From an optimization exercise on the open Yosys and OpenROAD flow, aimed at small area, a short achievable clock period and few clock cycles per item; shortcuts taken in it are not production practice.
The RTL was checked by simulation tests, not by an equivalence proof against the original design.
Power and IR drop assume default switching activity.

`flow/design.v`:
```
module ts_advance (
    input  wire        clk,
    input  wire        rst,
    input  wire        start,
    output wire        in_ready,
    input  wire [31:0] ref_full,
    input  wire [63:0] ref_frac,
    input  wire [63:0] psr,
    input  wire [31:0] spp,
    input  wire [63:0] rate,
    output reg         out_valid,
    output wire [1:0]  out_status,
    output wire [31:0] out_full,
    output wire [63:0] out_frac
);
    localparam [27:0] C5 = 28'd244140625;      
    localparam [40:0] PS_PER_S = 41'd1000000000000;
    reg s_idle, s_mul, s_dnrm, s_n1, s_n2, s_div, s_rnd, s_ps1, s_xsh, s_ps2;
    reg [31:0] rf;             
    reg [40:0] rr;             
    reg        bad_q;          
    reg        zero_q;         
    reg        ovf_q;          
    reg [80:0] pa;             
    reg [31:0] spn;            
    reg [68:0] pr;             
    reg        stk;            
    reg signed [12:0] ex;      
    reg [52:0] dv;             
    reg signed [12:0] er;      
    reg [54:0] d3;             
    reg        d3c;            
    reg [52:0] dm1;            
    reg signed [12:0] ib;      
    reg [4:0]  jq;             
    reg [1:0]  qb;             
    reg        fi0, fi1;       
    reg        hv;             
    reg        q1;             
    reg [6:0]  lsh;            
    reg        pin;            
    wire [31:0] wh = spn;
    assign in_ready   = s_idle;
    assign out_status = {ovf_q & ~bad_q, bad_q};
    assign out_full   = rf;
    assign out_frac   = {23'd0, rr};
    wire [1:0]  sp_zb  = (spp[31:8] == 24'd0) ? 2'd3 :
                         (spp[31:16] == 16'd0) ? 2'd2 :
                         (spp[31:24] == 8'd0) ? 2'd1 : 2'd0;
    wire [31:0] sp_n   = (sp_zb == 2'd3) ? {spp[7:0], 24'd0} :
                         (sp_zb == 2'd2) ? {spp[15:0], 16'd0} :
                         (sp_zb == 2'd1) ? {spp[23:0], 8'd0} : spp;
    wire [39:0] m_sum  = {8'd0, pr[68:37]} + spn * pa[7:0];
    wire        m_last = (pa[63:8] == 56'd0);
    wire        d_ok   = dv[52] | bad_q;
    reg [3:0] n_j;
    integer nb;
    always @(*) begin
        n_j = 4'd15;
        for (nb = 0; nb < 15; nb = nb + 1)
            if (pr[54 + nb]) n_j = 4'd14 - nb[3:0];
    end
    wire [68:0] n_sh   = pr << n_j;
    wire        n_upa  = n_sh[15] & ((|n_sh[14:0]) | stk | n_sh[16]);
    wire [28:0] d3_lo  = {1'b0, dv[27:0]} + {dv[26:0], 1'b0};
    wire [26:0] d3_hi  = {2'd0, dv[52:28]} + {1'b0, dv[52:27]} + {26'd0, d3c};
    wire [52:0] n_m    = pr[52:0];
    wire [52:0] n_i    = n_m + 53'd1;
    wire        n_c    = stk & (&n_m);
    wire [52:0] mn     = n_c ? {1'b1, 52'd0} : (stk ? n_i : n_m);
    wire        mn_ge  = n_c ? (dv == {1'b1, 52'd0}) : ((n_m >= dv) | (stk & (n_m == dm1)));
    wire [53:0] rem0   = mn_ge ? {1'b0, mn} : {mn, 1'b0};
    wire signed [12:0] ex_m1 = ex - 13'sd1;
    wire signed [12:0] ex_p1 = ex + 13'sd1;
    wire signed [12:0] ex_p2 = ex + 13'sd2;
    wire [54:0] t2  = {pr[53:0], 1'b0};
    wire [55:0] c1  = {1'b0, t2} - {3'd0, dv};
    wire [55:0] c2  = {1'b0, t2} - {2'd0, dv, 1'b0};
    wire [55:0] c3  = {1'b0, t2} - {1'd0, d3};
    wire        z3  = (t2 == d3);
    wire        z2  = (t2 == {1'b0, dv, 1'b0});
    wire        z1  = (t2 == {2'd0, dv});
    wire        z0  = (t2 == 55'd0);
    reg  [1:0]  d_q;
    reg  [52:0] d_v;
    reg         d_nz;
    always @(*) begin
        if (!c3[55])      begin d_q = 2'd3; d_v = c3[52:0]; d_nz = ~z3; end
        else if (!c2[55]) begin d_q = 2'd2; d_v = c2[52:0]; d_nz = ~z2; end
        else if (!c1[55]) begin d_q = 2'd1; d_v = c1[52:0]; d_nz = ~z1; end
        else              begin d_q = 2'd0; d_v = t2[52:0]; d_nz = ~z0; end
    end
    wire        rnd    = qb[0] & (stk | qb[1]);
    wire        f_rnd  = s_rnd & rnd & ~fi0;
    wire        w_rnd  = s_rnd & rnd & fi0;
    reg  [1:0]  g_nf;
    reg  [1:0]  g_dd;
    reg  [31:0] w_sh;
    always @(*) begin
        if (s_rnd) begin
            g_nf = fi0 ? 2'd0 : 2'd1;
            g_dd = fi0 ? 2'd0 : {1'b0, qb[1]};
            w_sh = fi0 ? {wh[30:0], qb[1]} : wh;
        end else if (fi1) begin
            g_nf = 2'd0;
            g_dd = 2'd0;
            w_sh = {wh[29:0], qb};
        end else if (fi0) begin
            g_nf = 2'd1;
            g_dd = {1'b0, qb[0]};
            w_sh = {wh[30:0], qb[1]};
        end else begin
            g_nf = 2'd2;
            g_dd = qb;
            w_sh = wh;
        end
    end
    reg  [29:0] g_cm;
    always @(*) begin
        case ({f_rnd, g_dd})
            3'b001:  g_cm = 30'd244140625;
            3'b010:  g_cm = 30'd488281250;
            3'b011:  g_cm = 30'd732421875;
            3'b100:  g_cm = 30'd244140625;
            3'b101:  g_cm = 30'd488281250;
            default: g_cm = 30'd0;
        endcase
    end
    wire [80:0] a_sh   = (g_nf == 2'd2) ? {pa[78:0], 2'b0} :
                         (g_nf == 2'd1) ? {pa[79:0], 1'b0} : pa;
    wire [80:0] a_next = a_sh + {51'd0, g_cm};
    wire [31:0] w_next = w_sh + {31'd0, w_rnd};
    wire        g_all  = s_rnd ? qb[1] : (qb[1] & qb[0]);
    wire [91:0] p_ext  = {pa, 11'd0} >> lsh;
    reg  [4:0]  a_g;
    integer k2;
    always @(*) begin
        a_g = 5'd0;
        for (k2 = 53; k2 < 81; k2 = k2 + 1)
            if (pa[k2]) a_g = k2 - 53;
    end
    wire        a_big  = (pa[80:53] != 28'd0);
    reg         p_ones;
    integer k3;
    always @(*) begin
        p_ones = 1'b1;
        for (k3 = 0; k3 < 81; k3 = k3 + 1)
            if ((k3 >= a_g) && (k3 + 11 < lsh))
                p_ones = p_ones & pa[k3];
    end
    wire        p_up   = a_big & p_ones & pin;
    wire [39:0] ps     = pin ? p_ext[39:0] : 40'd0;
    wire [40:0] f_x    = {1'b0, pr[39:0]};
    wire [41:0] f_k    = 42'd0 - {1'b0, PS_PER_S};             
    wire [41:0] f_cs   = {1'b0, rr} ^ {1'b0, f_x} ^ f_k;
    wire [41:0] f_cc   = {(({1'b0, rr} & {1'b0, f_x}) | ({1'b0, rr} & f_k) | ({1'b0, f_x} & f_k)), 1'b0};
    wire [41:0] f_d    = f_cs + f_cc + {41'd0, pr[40]};
    wire [40:0] f_s    = rr + f_x + {40'd0, pr[40]};
    wire        f_c    = ~f_d[41];                  
    wire [31:0] f_w0   = rf + wh;
    wire [31:0] f_w1   = rf + wh + 32'd1;
    wire x_go = !zero_q && (ex > 13'sd52) && (ex <= 13'sd83);
    always @(posedge clk) begin
        if (rst) begin
            s_idle <= 1'b1;
            s_mul  <= 1'b0; s_dnrm <= 1'b0; s_n1  <= 1'b0; s_n2  <= 1'b0;
            s_div  <= 1'b0; s_rnd  <= 1'b0; s_ps1 <= 1'b0; s_xsh <= 1'b0;
            s_ps2  <= 1'b0;
            out_valid <= 1'b0;
        end else begin
            s_idle <= (s_idle & ~start) | s_ps2;
            s_mul  <= (s_idle & start) | (s_mul & ~m_last);
            s_dnrm <= (s_mul & m_last & ~d_ok) | (s_dnrm & ~dv[51]);
            s_n1   <= (s_mul & m_last & d_ok) | (s_dnrm & dv[51]);
            s_n2   <= s_n1;
            s_div  <= s_n2 | (s_div & (jq != 5'd26));
            s_rnd  <= s_div & (jq == 5'd26);
            s_ps1  <= s_rnd;
            s_xsh  <= (s_ps1 & x_go) | (s_xsh & (ex != 13'sd53));
            s_ps2  <= (s_ps1 & ~x_go) | (s_xsh & (ex == 13'sd53));
            out_valid <= s_ps2;
        end
    end
    always @(posedge clk) begin
        if (s_idle) begin
            rf     <= ref_full;
            rr     <= {1'b0, ref_frac[39:0]};
            pa     <= {17'd0, psr};
            spn    <= sp_n;
            ex     <= 13'sd959 - $signed({7'd0, sp_zb, 3'd0});    
            zero_q <= (psr == 64'd0) | (spp == 32'd0);
            bad_q  <= rate[63] | (&rate[62:52]) | (rate[62:0] == 63'd0);
            dv     <= {rate[62:52] != 11'd0, rate[51:0]};
            er     <= {2'b00, rate[62:53], (rate[62:52] == 11'd0) | rate[52]};
            pr     <= 69'd0;
            stk    <= 1'b0;
        end
        if (s_mul) begin
            pr  <= {m_sum, pr[36:8]};
            stk <= stk | (|pr[7:0]);
            pa  <= {25'd0, pa[63:8]};
            ex  <= ex + 13'sd8;
        end
        if (s_dnrm) begin
            dv <= {dv[51:0], 1'b0};
            er <= er - 13'sd1;
        end
        if (s_n1) begin
            pr  <= {16'd0, n_sh[68:16]};
            stk <= n_upa;
            ex  <= ex - er + 13'sd95 - $signed({9'd0, n_j});
            d3[27:0] <= d3_lo[27:0];
            d3c <= d3_lo[28];
            dm1 <= dv - 53'd1;
        end
        if (s_n2) begin
            pr  <= {15'd0, rem0};
            d3[54:28] <= d3_hi;
            ex  <= n_c ? (mn_ge ? ex_p1 : ex) : (mn_ge ? ex : ex_m1);
            ib  <= n_c ? (mn_ge ? ex_p2 : ex_p1) : (mn_ge ? ex_p1 : ex);
            pa  <= 81'd0;
            spn <= 32'd0;
            jq  <= 5'd0;
            hv  <= 1'b0;
            q1  <= 1'b1;
        end
        if (s_div) begin
            pr[53:0] <= {d_v, 1'b0};
            stk <= d_nz;
            qb  <= d_q;
            hv  <= 1'b1;
            jq  <= jq + 5'd1;
            fi0 <= (ib >= 13'sd1);
            fi1 <= (ib >= 13'sd2);
            ib  <= ib - 13'sd2;
            if (hv) begin
                pa  <= a_next;
                spn <= w_next;
                q1  <= q1 & g_all;
            end
        end
        if (s_rnd) begin
            pa    <= a_next;
            spn   <= w_next;
            ovf_q <= ~zero_q & ((ex > 13'sd1023) | ((ex == 13'sd1023) & q1 & g_all & rnd));
            lsh   <= 7'd51 - ex[6:0];
            pin   <= (ex >= -13'sd41) && (ex <= 13'sd51);
        end
        if (s_ps1) begin
            pr[40:0] <= {p_up, ps};
            if (ex > 13'sd83) begin
                spn <= 32'd0;
                ex  <= 13'sd52;
            end
        end
        if (s_xsh) begin
            spn <= {spn[30:0], 1'b0};
            ex  <= ex - 13'sd1;
        end
        if (s_ps2) begin
            rr <= f_c ? f_d[40:0] : f_s;
            rf <= f_c ? f_w1 : f_w0;
        end
    end
endmodule
```
`flow/run.sh`:
```
#!/bin/bash
# synth_recipe.tcl (not shown) runs the flow's synth.tcl, then flattens the netlist and writes it again
# the make line also repeats each setting of config.mk as NAME=value (left out here)
make -C /OpenROAD-flow-scripts/flow DESIGN_CONFIG=/design/flow/config.mk WORK_HOME=/design/flow/orfs CLKGATE_MAP_FILE= SYNTH_SCRIPT=/design/flow/synth_recipe.tcl finish
```
`flow/config.mk`:
```
export PLATFORM = sky130hd
export DESIGN_NAME = ts_advance
export DESIGN_NICKNAME = ts_advance
export VERILOG_FILES = /design/flow/design.v
export SDC_FILE = /design/flow/constraint.sdc
export NUM_CORES = 4
export LEC_CHECK = 0
export CAP_MARGIN = 20
export CORE_MARGIN = 2
export CORE_UTILIZATION = 40
export SLEW_MARGIN = 20
```
`flow/constraint.sdc`:
```
create_clock -name core_clock -period 14.0 [get_ports {clk}]
set_input_delay 2.8000 -clock core_clock [delete_from_list [all_inputs] [get_ports {clk}]]
set_output_delay 2.8000 -clock core_clock [all_outputs]
set_load 0.01 [all_outputs]
```
==> results.txt <==
-- cell usage after synthesis (all sizes together), types with 96 or more instances --
master	n	area, um^2
o211ai	101	758
o22ai	142	888
nor4	113	737
nor3	157	801
and2	133	832
fa	250	5000
xor2	195	1710
ha	532	6660
nor2	736	2760
o21ai	512	2560
nand2	1002	3760
xnor2	462	4050
mux2i	410	4100
clkbuf	486	1830
a21oi	744	3720
edfxtp	335	10100
inv	560	2100
nand3	198	996
a31oi	96	607
buf	140	707
nand4	113	707
a21o	206	1550
dfxtp	155	3100
-- sequential cells by signal, summed over array words and instances (netlist names), 2 cells and up --
| register | flops |
|---|---|
| pr | 69 |
| dv | 53 |
| rr | 41 |
| pa | 81 |
| ib | 13 |
| dm1 | 53 |
| rf | 32 |
| d3 | 55 |
| ex | 13 |
| spn | 32 |
| jq | 5 |
| qb | 2 |
| er | 13 |
| lsh | 7 |
-- how the worst min path moves through the flow --
stage               endpoint  slack (ns)
finish                    q1        0.52
global route              q1        0.52
CTS                       q1        0.51
detailed placement        q1        0.50
global placement          q1        0.50
floorplan                 hv        0.45
-- final cells by class --
class | count | area (um^2)
diodes | 9 | 22.5
clock inverters | 43 | 465
repair buffers | 498 | 4590
multi-input cells | 7325 | 53100
fillers | 17774 | 97500
clock buffers | 86 | 1880
well taps | 2340 | 2930
inverters | 565 | 2120
flip-flops and latches | 490 | 13200
-- critical path, delay by kind of cell, from the launching register on --
family                   cells  cell delay (ns)
adder cells (fa/ha/maj)      5             2.37
XOR/XNOR                     1             0.11
buffers and inverters        2             0.45
AO/OA/AOI/OAI                9             2.63
flip-flops                   1             0.95
AND/OR/NAND/NOR              2             0.52
-- metrics by stage --
step	hold WS [ns]	utilization (%)
after CTS	0.509	44.5
after floorplan	0.449	-
after global routing	0.522	44.5
final	0.520	44.5
after detailed placement	0.499	43.1
after global placement	0.498	43.1
-- power breakdown --
group	switching, uW	internal, uW	leakage, uW
combinational	6740	4370	0.0274
clock	803	1060	0.00114
sequential	359	1770	0.00459
-- kinds of logic (layout without fill, tap and decap cells) --
kind of cell / Yosys count / in the layout / synth area share (%)
xor+xnor: 658 / 658 / 8.18
flops: 490 / 490 / 18.6
simple gates: 2800 / 2800 / 18.3
other cells: 1 / 32 / 0.00531
buf+inv: 1191 / 1192 / 6.59
mux: 522 / 522 / 8.67
fa+ha+maj: 782 / 782 / 16.5
compound gates: 2540 / 2540 / 23.1
-- routing by layer --
metal | vias to the layer above | wire (um) | global-route usage, %
met5 | - | 26 | 0
met4 | 4 | 20200 | 18.4
met3 | 619 | 22300 | 4.58
met2 | 3175 | 134000 | 51.2
met1 | 34127 | 124000 | 41.8
li1 | 32280 | - | -
==> impl_results.md <==
- TritonCTS clock tree: done
- Least-Margin Pin Slew: 1.21 ns
- Max-cap viol count: 0
- Library cells used by synthesis: 100
- Clock net sink count: 490
- Peak VDD IR: 227 uV
- Final worst path period share: 51.1%
- Place WS: 7.00 ns
- Worst hold-check path type: flop to flop
- Final WS setup: 6.84 ns
- Core ar.: 176000 um^2
- Worst clock skew: 0.0545 ns
- Syn Std Cell Area: 70600 um^2
- CP Data Required Time: 14.57 ns
- Mapped Cells: 8984
- Pin count of the biggest net entering global routing: 100
- Syn Area/Cell: 7.86 um^2
- Pleak: 0.0331 uW
- RSZ-0062 raised after global routing: false
- Initial DRC count: 7674
- Critical Path End: pr[65]
- Worst path cell trace: buf_4 > nand2_1 > fa_1 > inv_1 > fa_1 > fa_1 > fa_1 > ha_1 > or3_1 > o21ai_0 > a21oi_1 > o211ai_1 > o221ai_1 > a221o_1 > a311o_1 > a21o_1 > a211oi_1 > xnor2_1 > a22o_1
- Deepest clock path buffer count: 3
- Area after DPL: 75800 um^2
- Yosys warns: 1
- Root Buffer: clkbuf_16
- Remaining DRCs: 0
- Io pins: 359
- Crit path from: pa[6]
- Fmax: 0.140 GHz
- Input/output buffers: 311
- FF-to-FF setup slack: 6.84 ns
- Fin crit period: 7.16 ns
- CP Launch Type: flop
- Drt pass-1 iters: 8
- Beginning of the worst hold path: q1
- Hold Fails Final Rpt: 0
- Clock Latency Late Sink: 0.73 ns
- Dpl cells: 11215
- Clock transition at the registers of the reported paths: 0.06 ns
- Tot GR Track Use: 32.2%
- Number of enable flip-flop cells after synthesis: 335
- Worst path arrival time: 7.73 ns
- Detail Placement HPWL: 234000 um
- Vias in the first global route: 67156
- Routed length per instance: 26.4 um
- Outcome: no timing/DRC/antenna violations
- Rel. slew slack: 19.1%
- Commonest non-fill, non-tap cells in the layout: nand2_1, a21oi_1, nor2_1
- Total power: 15100 uW
- Total global routing overflow: 0
- Worst setup path category: flop to flop
- Synth Flop Type: edfxtp_1
- FF-to-FF End: pr[65]
- Final instance count without filler cells: 11356
- Hold path cells: 2
- Num rows: 154
- Synth Register Bits: 490
- Slowest cell on crit path: dfxtp_1
- Share of layout cells above drive strength 1: 5.53%
- Die Y: 424 um
- Initial antenna violation count: 5
- First-pass GRT wire length: 440000 um
- Crit end category: flop
- CTS resizes: 0
- Global placer's final weighted congestion: 1.00
- Sequential area share after synthesis: 18.6%
- CP Max Fanout: 23
- Vias: 70205
- Final instance area: 78300 um^2
- H-tree levels: 3
- Most common cell after layout, fill and taps aside: nand2_1
- Max Slew Vio Count: 0
- Top cell by count, worst path: fa_1
- Post-synth ARST share: 0%
- Power Density: 193 nW/um^2
- Post-detailed-route count of antenna-violating nets: 0
- Crit Reg-Reg Startpoint: pa[6]
- Wirelength, routed: 300000 um
- Setup Fix Bufs, Post-CTS: 0
- # setup viols final: 0
- Cts bufs inserted: 70
- Largest stage delay, worst path: 0.95 ns
- Post-CTS Hold Buffers: 0
- Initial core utilization: 40.2%
- R2R depth: 19
- TNS Setup: 0 ns
- Vias per inst: 6.18
- Nets: 9991
- DIE WIDTH: 424 um
- Die area: 180000 um^2
- P&R area growth vs syn: 10.8%
Testbench counts, summed over its fixed seeds: cycles 87,707, items 2,400.

==> static timing again, ports no longer ideal <==
The flow's constraints put no driver on any port. The routed layout listed below was extracted and timed again, unchanged, in two steps. Step 1 sets driving cells, clkbuf_16 on the clock port and buf_2 on the other inputs (assumed; they add their load-dependent delay and slew). Step 2 also shifts input and output timing later by t, the mid clock arrival at the registers, as if the neighbouring blocks saw the same clock. a / b / c = ideal / step 1 / step 2; a / b = the first two.
t (ns): 0.782
setup slack, ns: 6.843 / 6.843 / 6.843
slew at the worst register clock pin (ns): 0.07 / 0.07
worst slew at a driven data input, ns: 0.07
After both steps setup and hold are still met in this run. For this run, drivers alone change the setup slack by 0.000 ns; drivers and shift together by 0.000 ns.
